This design comes from an exercise in tuning for small area on the open sky130 flow, not from production work.
RTL that was checked went through simulation tests only; none was proved equivalent to the original.
No activity file was given, so power comes from the tool's default toggle rates.

## meter_b
module meter_b (
    input  wire        clk,
    input  wire        rst,
    input  wire        rx_valid,
    input  wire [7:0]  rx_data,
    input  wire        clr_minmax,
    input  wire        tick,
    input  wire        cond_reset,
    input  wire [3:0]  cond1_index,
    input  wire [2:0]  cond1_cmp,
    input  wire [24:0] cond1_threshold,
    input  wire [15:0] cond1_duration,
    input  wire [3:0]  cond2_index,
    input  wire [2:0]  cond2_cmp,
    input  wire [24:0] cond2_threshold,
    input  wire [15:0] cond2_duration,
    input  wire [2:0]  rd_idx,
    output wire [24:0] rd_last,
    output wire [24:0] rd_min,
    output wire [24:0] rd_max,
    output reg         cond1_result,
    output reg         cond2_result,
    output reg  [15:0] good_count,
    output reg  [15:0] bad_count
);
export LEC_CHECK = 0
export ABC_AREA = 1
export CAP_MARGIN = 20
export CORE_AREA = 2.3 2.72 253.3 253.2
export DIE_AREA = 0 0 256 256
export PLACE_DENSITY = 0.75
export SLEW_MARGIN = 20
create_clock -name core_clock -period 12.0 [get_ports {clk}]
standard.sh (not shown) runs the stock make flow with config.mk's settings and CLKGATE_MAP_FILE= SYNTH_SCRIPT=/design/flow/synth_recipe.tcl, a recipe that flattens the netlist after the stock synthesis.
==> flow/flow/run.sh <==
#!/bin/bash
# Layout flow: the standard ORFS flow, with three changes to how the
# layout is made:
#  - synthesis maps logic with an area-oriented ABC script (flow/abc_area.script);
#    the registers, their names and cells are those of the standard synthesis
#  - port buffers use the smallest buffer cell
#  - clock tree built from small clock buffers, without dummy loads
# Every tool's output goes to logs in this folder (make.log, orfs/logs/...).
set -euo pipefail
W=$PWD
rm -rf "$W/scripts_mod"
cp -r "$FLOW_HOME/scripts" "$W/scripts_mod"
cp "$W/flow/abc_area.script" "$W/scripts_mod/abc_area.script"

CTS="-sink_clustering_enable -repair_clock_nets -dont_use_dummy_load -buf_list sky130_fd_sc_hd__clkbuf_4 -sink_clustering_size 10 -sink_clustering_max_diameter 50"

make -C "$FLOW_HOME" DESIGN_CONFIG="$FLOW_CONFIG" WORK_HOME="$W/orfs" \
    CLKGATE_MAP_FILE= SYNTH_SCRIPT="$W/synth_recipe.tcl" \
    SCRIPTS_DIR="$W/scripts_mod" \
    BUFFER_PORTS_ARGS="-buffer_cell sky130_fd_sc_hd__buf_1" \
    CTS_ARGS="$CTS" \
    finish > "$W/make.log" 2>&1

R="$W/orfs/results/$FLOW_PLATFORM/meter_b/base"
: # left out here: write the final layout as DEF
==> flow/flow/abc_area.script <==
strash
&get -n
&deepsyn -T 20
&dch -f
&nf -R 1000
&put
topo
Then changed:
--- a/flow/design.v
+++ b/flow/design.v
@@ -135,24 +135,25 @@
     always @(posedge clk) begin
         ec8_q  <= eco[7];
         ec16_q <= eco[15];
     end
     integer f;
     reg [23:0] max_u [0:2];    
     reg [22:0] max_s [3:6];    
     reg [23:0] max_e;          
     reg [23:0] min_s [3:6];    
     reg [24:0] min_e;          
-    wire       tks = ty_tk & (t[4:1] == 4'd0);      
-    wire       mm  = ty_mm & (t[4:3] == 2'b01);     
-    wire [2:0] sel = tks ? (t[0] ? cond2_index[2:0] : cond1_index[2:0]) :
-                     mm  ? t[2:0] : rd_idx;
+    wire        tks = ty_tk & (t[4:1] == 4'd0);      
+    wire        mm  = ty_mm & (t[4:3] == 2'b01);     
+    wire [2:0]  sel = tks ? (t[0] ? cond2_index[2:0] : cond1_index[2:0]) :
+                      mm  ? t[2:0] : rd_idx;
+    wire [24:0] th  = t[0] ? cond2_threshold : cond1_threshold;
     reg [24:0] L, MN, MX;
     always @(*) begin
         case (sel)
             3'd0: L = {1'b0, last[0]};
             3'd1: L = {1'b0, last[1]};
             3'd2: L = {1'b0, last[2]};
             3'd3: L = {last[3][23], last[3]};
             3'd4: L = {last[4][23], last[4]};
             3'd5: L = {last[5][23], last[5]};
             3'd6: L = {last[6][23], last[6]};
@@ -169,45 +170,48 @@
             default: MX = {1'b0, max_e};
         endcase
         case (sel)
             3'd3: MN = {min_s[3][23], min_s[3]};
             3'd4: MN = {min_s[4][23], min_s[4]};
             3'd5: MN = {min_s[5][23], min_s[5]};
             3'd6: MN = {min_s[6][23], min_s[6]};
             3'd7: MN = min_e;
             default: MN = 25'd0;
         endcase
+        if (tks) begin
+            MN = th;
+            MX = th;
+        end
     end
     assign rd_last = L;
     assign rd_min  = MN;
     assign rd_max  = MX;
-    wire lt_min = slt(L, MN);
-    wire gt_max = slt(MX, L);
+    wire lt_min = slt(L, MN);      
+    wire gt_max = slt(MX, L);      
     wire        clr  = rst | clr_minmax;
     wire [24:0] W    = clr ? 25'd0 : L;
     wire [2:0]  d    = t[2:0];
     always @(posedge clk) begin
         for (f = 0; f < 3; f = f + 1)
             if (clr | (mm & (d == f) & gt_max)) max_u[f] <= W[23:0];
         for (f = 3; f < 7; f = f + 1) begin
             if (clr | (mm & (d == f) & gt_max)) max_s[f] <= W[22:0];
             if (clr | (mm & (d == f) & lt_min)) min_s[f] <= W[23:0];
         end
         if (clr | (mm & (d == 3'd7) & gt_max)) max_e <= W[23:0];
         if (clr | (mm & (d == 3'd7) & lt_min)) min_e <= W;
     end
     wire        c2    = t[0];
-    wire [24:0] th    = c2 ? cond2_threshold : cond1_threshold;
     wire [2:0]  ccmp  = c2 ? cond2_cmp : cond1_cmp;
     wire        cbad  = c2 ? cond2_index[3] : cond1_index[3];
-    wire        th_lt = slt(th, L);       
-    wire        th_gt = slt(L, th);       
+    wire        th_lt = gt_max;           
+    wire        th_gt = lt_min;           
     reg         hit;
     always @(*) begin
         case (ccmp)
             3'd0:    hit = th_lt;
             3'd1:    hit = ~th_gt;
             3'd2:    hit = ~th_lt & ~th_gt;
             3'd3:    hit = ~th_lt;
             3'd4:    hit = th_gt;
             3'd5:    hit = th_lt | th_gt;
             default: hit = 1'b0;
After rerunning:
- power is lower by 0.58%
- non-clock buffer count rises by 8
- cell count came out lower by 0.67%
- critical path depth went up by 1
- area after synthesis went down by 1.0%
- clock-buffer cell count fell by 1
- clock power barely changes
- core utilization shrinks by 0.45 points

north:
The RTL this note starts from:
==> flow/design.v <==
module meter_b (
    input  wire        clk,
    input  wire        rst,
    input  wire        rx_valid,
    input  wire [7:0]  rx_data,
    input  wire        clr_minmax,
    input  wire        tick,
    input  wire        cond_reset,
    input  wire [3:0]  cond1_index,
    input  wire [2:0]  cond1_cmp,
    input  wire [24:0] cond1_threshold,
    input  wire [15:0] cond1_duration,
    input  wire [3:0]  cond2_index,
    input  wire [2:0]  cond2_cmp,
    input  wire [24:0] cond2_threshold,
    input  wire [15:0] cond2_duration,
    input  wire [2:0]  rd_idx,
    output wire [24:0] rd_last,
    output wire [24:0] rd_min,
    output wire [24:0] rd_max,
    output reg         cond1_result,
    output reg         cond2_result,
    output reg  [15:0] good_count,
    output reg  [15:0] bad_count
);
    function slt;
        input [24:0] a, b;
        integer j;
        reg r;
        begin
            r = 1'b0;
            for (j = 0; j < 24; j = j + 1)
                r = (~a[j] & b[j]) | (~a[j] & r) | (b[j] & r);
            slt = (a[24] & ~b[24]) | (a[24] & r) | (~b[24] & r);
        end
    endfunction
    function uge16;
        input [15:0] a, b;
        integer j;
        reg r;
        begin
            r = 1'b1;
            for (j = 0; j < 16; j = j + 1)
                r = (a[j] & ~b[j]) | (a[j] & r) | (~b[j] & r);
            uge16 = r;
        end
    endfunction
    reg  [5:0] idx;      
    reg  [7:0] sum;      
    reg  [7:0] sum_n;
    reg  [8:0] sc;
    integer j;
    always @(*) begin
        sc[0] = 1'b0;
        for (j = 0; j < 8; j = j + 1) begin
            sum_n[j]  = sum[j] ^ rx_data[j] ^ sc[j];
            sc[j + 1] = (sum[j] & rx_data[j]) | (sum[j] & sc[j]) | (rx_data[j] & sc[j]);
        end
    end
    wire       idle   = (idx == 6'd0);
    wire       store  = rx_valid & ~idle;
    wire       lastb  = store & (idx == 6'd34);
    wire       ok     = (sum_n == 8'hFF);       
    wire       commit = lastb & ok;
    always @(posedge clk) begin
        if (rst)
            idx <= 6'd0;
        else if (rx_valid) begin
            if (idle) begin
                if (rx_data == 8'h55) idx <= 6'd1;
            end else if (idx == 6'd34)
                idx <= 6'd0;
            else
                idx <= idx + 6'd1;
        end
    end
    always @(posedge clk)
        if (rx_valid) sum <= idle ? 8'h55 : sum_n;
    reg  [7:0] bb [1:21];
    wire [7:0] wbyte = rst ? 8'h00 : rx_data;
    integer k;
    always @(posedge clk)
        for (k = 1; k <= 21; k = k + 1)
            if (rst | (store & (idx == k)))
                bb[k] <= wbyte;
    reg       busy;
    reg [4:0] t;
    reg       ty_fr, ty_cnt, ty_tk, ty_rst;
    always @(posedge clk) begin
        if (rst | lastb | tick) begin
            busy   <= 1'b1;
            t      <= 5'd0;
            ty_fr  <= ~rst & commit;
            ty_cnt <= rst | lastb;
            ty_tk  <= ~rst & tick;
            ty_rst <= rst;
        end else if (busy) begin
            t    <= t + 5'd1;
            if (t == 5'd31) busy <= 1'b0;
        end
    end
    reg  cg, cb;       
    wire rot_c = busy & ty_cnt & ~t[4];
    always @(posedge clk) begin
        if (rst | lastb) begin
            cg <= ~rst & ok;
            cb <= ~rst & ~ok;
        end else if (rot_c) begin
            good_count <= {~ty_rst & (good_count[0] ^ cg), good_count[15:1]};
            bad_count  <= {~ty_rst & (bad_count[0] ^ cb), bad_count[15:1]};
            cg <= cg & good_count[0];
            cb <= cb & bad_count[0];
        end
    end
    reg [23:0] last [0:6];
    integer q;
    always @(posedge clk)
        if (commit | (busy & ty_rst & (t == 5'd0)))
            for (q = 0; q < 7; q = q + 1)
                last[q] <= {bb[3*q+1], bb[3*q+2], bb[3*q+3]};
    reg  [24:0] e_sum;
    reg  [24:0] eci, eco;      
    reg  [24:0] ea, eb;
    reg         ec8_q, ec16_q;
    integer m;
    always @(*) begin
        ea = {last[5][23], last[5]};
        eb = {last[6][23], last[6]};
        for (m = 0; m < 25; m = m + 1) begin
            if (m == 0)       eci[m] = 1'b0;
            else if (m == 8)  eci[m] = ec8_q;
            else if (m == 16) eci[m] = ec16_q;
            else              eci[m] = eco[m - 1];
            e_sum[m] = ea[m] ^ eb[m] ^ eci[m];
            eco[m]   = (ea[m] & eb[m]) | (ea[m] & eci[m]) | (eb[m] & eci[m]);
        end
    end
    always @(posedge clk) begin
        ec8_q  <= eco[7];
        ec16_q <= eco[15];
    end
    integer f;
    reg [23:0] max_u [0:2];    
    reg [22:0] max_s [3:6];    
    reg [23:0] max_e;          
    reg [23:0] min_s [3:6];    
    reg [24:0] min_e;          
    wire       early = busy & (t[4:3] == 2'b00);
    wire [2:0] sel = ~early ? rd_idx :
                     ty_tk  ? (t[0] ? cond2_index[2:0] : cond1_index[2:0]) :
                     t[2:0];
    reg [24:0] L, MN, MX;
    always @(*) begin
        case (sel)
            3'd0: L = {1'b0, last[0]};
            3'd1: L = {1'b0, last[1]};
            3'd2: L = {1'b0, last[2]};
            3'd3: L = {last[3][23], last[3]};
            3'd4: L = {last[4][23], last[4]};
            3'd5: L = {last[5][23], last[5]};
            3'd6: L = {last[6][23], last[6]};
            default: L = e_sum;
        endcase
        case (sel)
            3'd0: MX = {1'b0, max_u[0]};
            3'd1: MX = {1'b0, max_u[1]};
            3'd2: MX = {1'b0, max_u[2]};
            3'd3: MX = {2'b00, max_s[3]};
            3'd4: MX = {2'b00, max_s[4]};
            3'd5: MX = {2'b00, max_s[5]};
            3'd6: MX = {2'b00, max_s[6]};
            default: MX = {1'b0, max_e};
        endcase
        case (sel)
            3'd3: MN = {min_s[3][23], min_s[3]};
            3'd4: MN = {min_s[4][23], min_s[4]};
            3'd5: MN = {min_s[5][23], min_s[5]};
            3'd6: MN = {min_s[6][23], min_s[6]};
            3'd7: MN = min_e;
            default: MN = 25'd0;
        endcase
    end
    assign rd_last = L;
    assign rd_min  = MN;
    assign rd_max  = MX;
    wire lt_min = slt(L, MN);
    wire gt_max = slt(MX, L);
    wire        clr  = rst | clr_minmax;
    wire [24:0] W    = clr ? 25'd0 : L;
    wire        mm   = early & ty_fr;
    wire [2:0]  d    = t[2:0];
    always @(posedge clk) begin
        for (f = 0; f < 3; f = f + 1)
            if (clr | (mm & (d == f) & gt_max)) max_u[f] <= W[23:0];
        for (f = 3; f < 7; f = f + 1) begin
            if (clr | (mm & (d == f) & gt_max)) max_s[f] <= W[22:0];
            if (clr | (mm & (d == f) & lt_min)) min_s[f] <= W[23:0];
        end
        if (clr | (mm & (d == 3'd7) & gt_max)) max_e <= W[23:0];
        if (clr | (mm & (d == 3'd7) & lt_min)) min_e <= W;
    end
    wire        c2    = t[0];
    wire [24:0] th    = c2 ? cond2_threshold : cond1_threshold;
    wire [2:0]  ccmp  = c2 ? cond2_cmp : cond1_cmp;
    wire        cbad  = c2 ? cond2_index[3] : cond1_index[3];
    wire        th_lt = slt(th, L);       
    wire        th_gt = slt(L, th);       
    reg         hit;
    always @(*) begin
        case (ccmp)
            3'd0:    hit = th_lt;
            3'd1:    hit = ~th_gt;
            3'd2:    hit = ~th_lt & ~th_gt;
            3'd3:    hit = ~th_lt;
            3'd4:    hit = th_gt;
            3'd5:    hit = th_lt | th_gt;
            default: hit = 1'b0;
        endcase
    end
    wire c = ~cbad & hit;
    reg [31:0] held1, held2;
    reg        lo1, lo2, pend1, pend2;
    reg        inc1, inc2, ch1, ch2;
    wire ge1 = (lo1 & ((|held1[31:16]) | uge16(held1[15:0], cond1_duration))) |
               (cond1_duration == 16'd0);
    wire ge2 = (lo2 & ((|held2[31:16]) | uge16(held2[15:0], cond2_duration))) |
               (cond2_duration == 16'd0);
    wire step1 = busy & ty_tk & (t == 5'd0);
    wire step2 = busy & ty_tk & (t == 5'd1);
    wire rot_h = busy & ty_tk & (t[4] ^ t[3]);    
    always @(posedge clk) begin
        if (rst) begin
            cond1_result <= 1'b0; lo1 <= 1'b0; pend1 <= 1'b0;
        end else if (cond_reset) begin
            cond1_result <= 1'b0; pend1 <= 1'b1;
        end else if (step1) begin
            if (pend1 | ~c)
                cond1_result <= 1'b0;
            else if (ge1)
                cond1_result <= 1'b1;
            inc1  <= lo1 & c & ~pend1;
            lo1   <= c & ~pend1;
            pend1 <= 1'b0;
        end
    end
    always @(posedge clk) begin
        if (rst) begin
            cond2_result <= 1'b0; lo2 <= 1'b0; pend2 <= 1'b0;
        end else if (cond_reset) begin
            cond2_result <= 1'b0; pend2 <= 1'b1;
        end else if (step2) begin
            if (pend2 | ~c)
                cond2_result <= 1'b0;
            else if (ge2)
                cond2_result <= 1'b1;
            inc2  <= lo2 & c & ~pend2;
            lo2   <= c & ~pend2;
            pend2 <= 1'b0;
        end
    end
    wire [1:0] hb1 = inc1 ? held1[1:0] : 2'b00;
    wire [1:0] hb2 = inc2 ? held2[1:0] : 2'b00;
    wire [1:0] hs1 = {hb1[1] ^ (hb1[0] & ch1), hb1[0] ^ ch1};
    wire [1:0] hs2 = {hb2[1] ^ (hb2[0] & ch2), hb2[0] ^ ch2};
    always @(posedge clk) begin
        if (step1 | step2) begin
            ch1 <= 1'b1;
            ch2 <= 1'b1;
        end else if (rot_h) begin
            held1 <= {hs1, held1[31:2]};
            held2 <= {hs2, held2[31:2]};
            ch1   <= ch1 & hb1[0] & hb1[1];
            ch2   <= ch2 & hb2[0] & hb2[1];
        end
    end
endmodule
clock: 12.0 ns
lec_check: 0
abc_area: 1
cap_margin: 20
core_margin: 2
core_utilization: 40
place_density: 0.6
slew_margin: 20
==> flow/flow/run.sh <==
#!/bin/bash
# Layout flow: the standard ORFS flow, with three changes to how the
# layout is made:
#  - synthesis maps logic with an area-oriented ABC script (flow/abc_area.script);
#    the registers, their names and cells are those of the standard synthesis
#  - port buffers use the smallest buffer cell
#  - clock tree built from small clock buffers, without dummy loads
# Every tool's output goes to logs in this folder (make.log, orfs/logs/...).
set -euo pipefail
W=$PWD
rm -rf "$W/scripts_mod"
cp -r "$FLOW_HOME/scripts" "$W/scripts_mod"
cp "$W/flow/abc_area.script" "$W/scripts_mod/abc_area.script"

CTS="-sink_clustering_enable -repair_clock_nets -dont_use_dummy_load -buf_list sky130_fd_sc_hd__clkbuf_4"

make -C "$FLOW_HOME" DESIGN_CONFIG="$FLOW_CONFIG" WORK_HOME="$W/orfs" \
    CLKGATE_MAP_FILE= SYNTH_SCRIPT="$W/synth_recipe.tcl" \
    SCRIPTS_DIR="$W/scripts_mod" \
    BUFFER_PORTS_ARGS="-buffer_cell sky130_fd_sc_hd__buf_1" \
    CTS_ARGS="$CTS" \
    finish > "$W/make.log" 2>&1

R="$W/orfs/results/$FLOW_PLATFORM/meter_b/base"
: # left out here: write the final layout as DEF
==> flow/flow/abc_area.script <==
strash
&get -n
&dch -f
&nf -R 1000
&put
topo
north: full flow OK, the timing, DRC and antenna checks passed
Input-level comparison between south and north:
--- a/flow/design.v
+++ b/flow/design.v
@@ -118,26 +118,18 @@
         if (commit | (busy & ty_rst & (t == 5'd0)))
             for (q = 0; q < 7; q = q + 1)
                 last[q] <= {bb[3*q+1], bb[3*q+2], bb[3*q+3]};
-    reg  [24:0] e_sum;
-    reg  [24:0] eci, eco;      
-    reg  [24:0] ea, eb;
-    reg         ec8_q, ec16_q;
+    reg [24:0] e_sum;
+    reg [25:0] ec;
+    reg [24:0] ea, eb;
     integer m;
     always @(*) begin
         ea = {last[5][23], last[5]};
         eb = {last[6][23], last[6]};
+        ec[0] = 1'b0;
         for (m = 0; m < 25; m = m + 1) begin
-            if (m == 0)       eci[m] = 1'b0;
-            else if (m == 8)  eci[m] = ec8_q;
-            else if (m == 16) eci[m] = ec16_q;
-            else              eci[m] = eco[m - 1];
-            e_sum[m] = ea[m] ^ eb[m] ^ eci[m];
-            eco[m]   = (ea[m] & eb[m]) | (ea[m] & eci[m]) | (eb[m] & eci[m]);
-        end
-    end
-    always @(posedge clk) begin
-        ec8_q  <= eco[7];
-        ec16_q <= eco[15];
+            e_sum[m]  = ea[m] ^ eb[m] ^ ec[m];
+            ec[m + 1] = (ea[m] & eb[m]) | (ea[m] & ec[m]) | (eb[m] & ec[m]);
+        end
     end
     integer f;
     reg [23:0] max_u [0:2];    
### Flow results
- Run comparison: south worst-path cell with the longest stage delay sky130_fd_sc_hd__fa_1; north worst-path cell with the longest stage delay sky130_fd_sc_hd__a222oi_1
- Per the comparison of south with north, clock group share of total power fell 0.4 points, number of cells on the critical path fell about 30%.
- What the final checks of south revealed, after a flow that finished every stage, was a layout that fails on negative setup slack.
- south — worst setup slack 2.01 ns lower, north as reference
- Compared with north, south shows a lower overall routing resource usage.
- Area used by multi-input combinational logic grows slightly when moving from north to south.
No functional check of the RTL was part of any run of this note.

==> port drivers added, routing unchanged <==
Ports are ideal in the flow. The routed layouts listed here were re-timed in OpenROAD.
Step 1 (the two cells are an assumption about what drives the block):
set clk [get_ports {clk}]
set_driving_cell -lib_cell sky130_fd_sc_hd__clkbuf_16 $clk
set_driving_cell -lib_cell sky130_fd_sc_hd__buf_2 [delete_from_list [all_inputs] $clk]
Step 2 adds t to the input delays and takes it off the output delays; t is the mean of the earliest and latest rising clock arrival at the registers after step 1. Input paths then give back, and output paths get back, about the clock's delay inside the block.
Three values: ideal, step 1, step 2; two values: the first two.
run	t (ns)	setup slack, ns	worst data-port slew with drivers (ns)
the first run of note 1	0.871	1.368 / 1.399 / 0.528	0.05
the second run of note 1	0.861	0.944 / 0.967 / 0.106	0.05
north	1.032	1.169 / 1.200 / 0.168	0.06
south	0.999	-0.839 / -0.897 / 0.102	0.11
For north, which loses most, drivers alone change the setup slack by +0.031 ns; drivers and shift together by -1.001 ns.
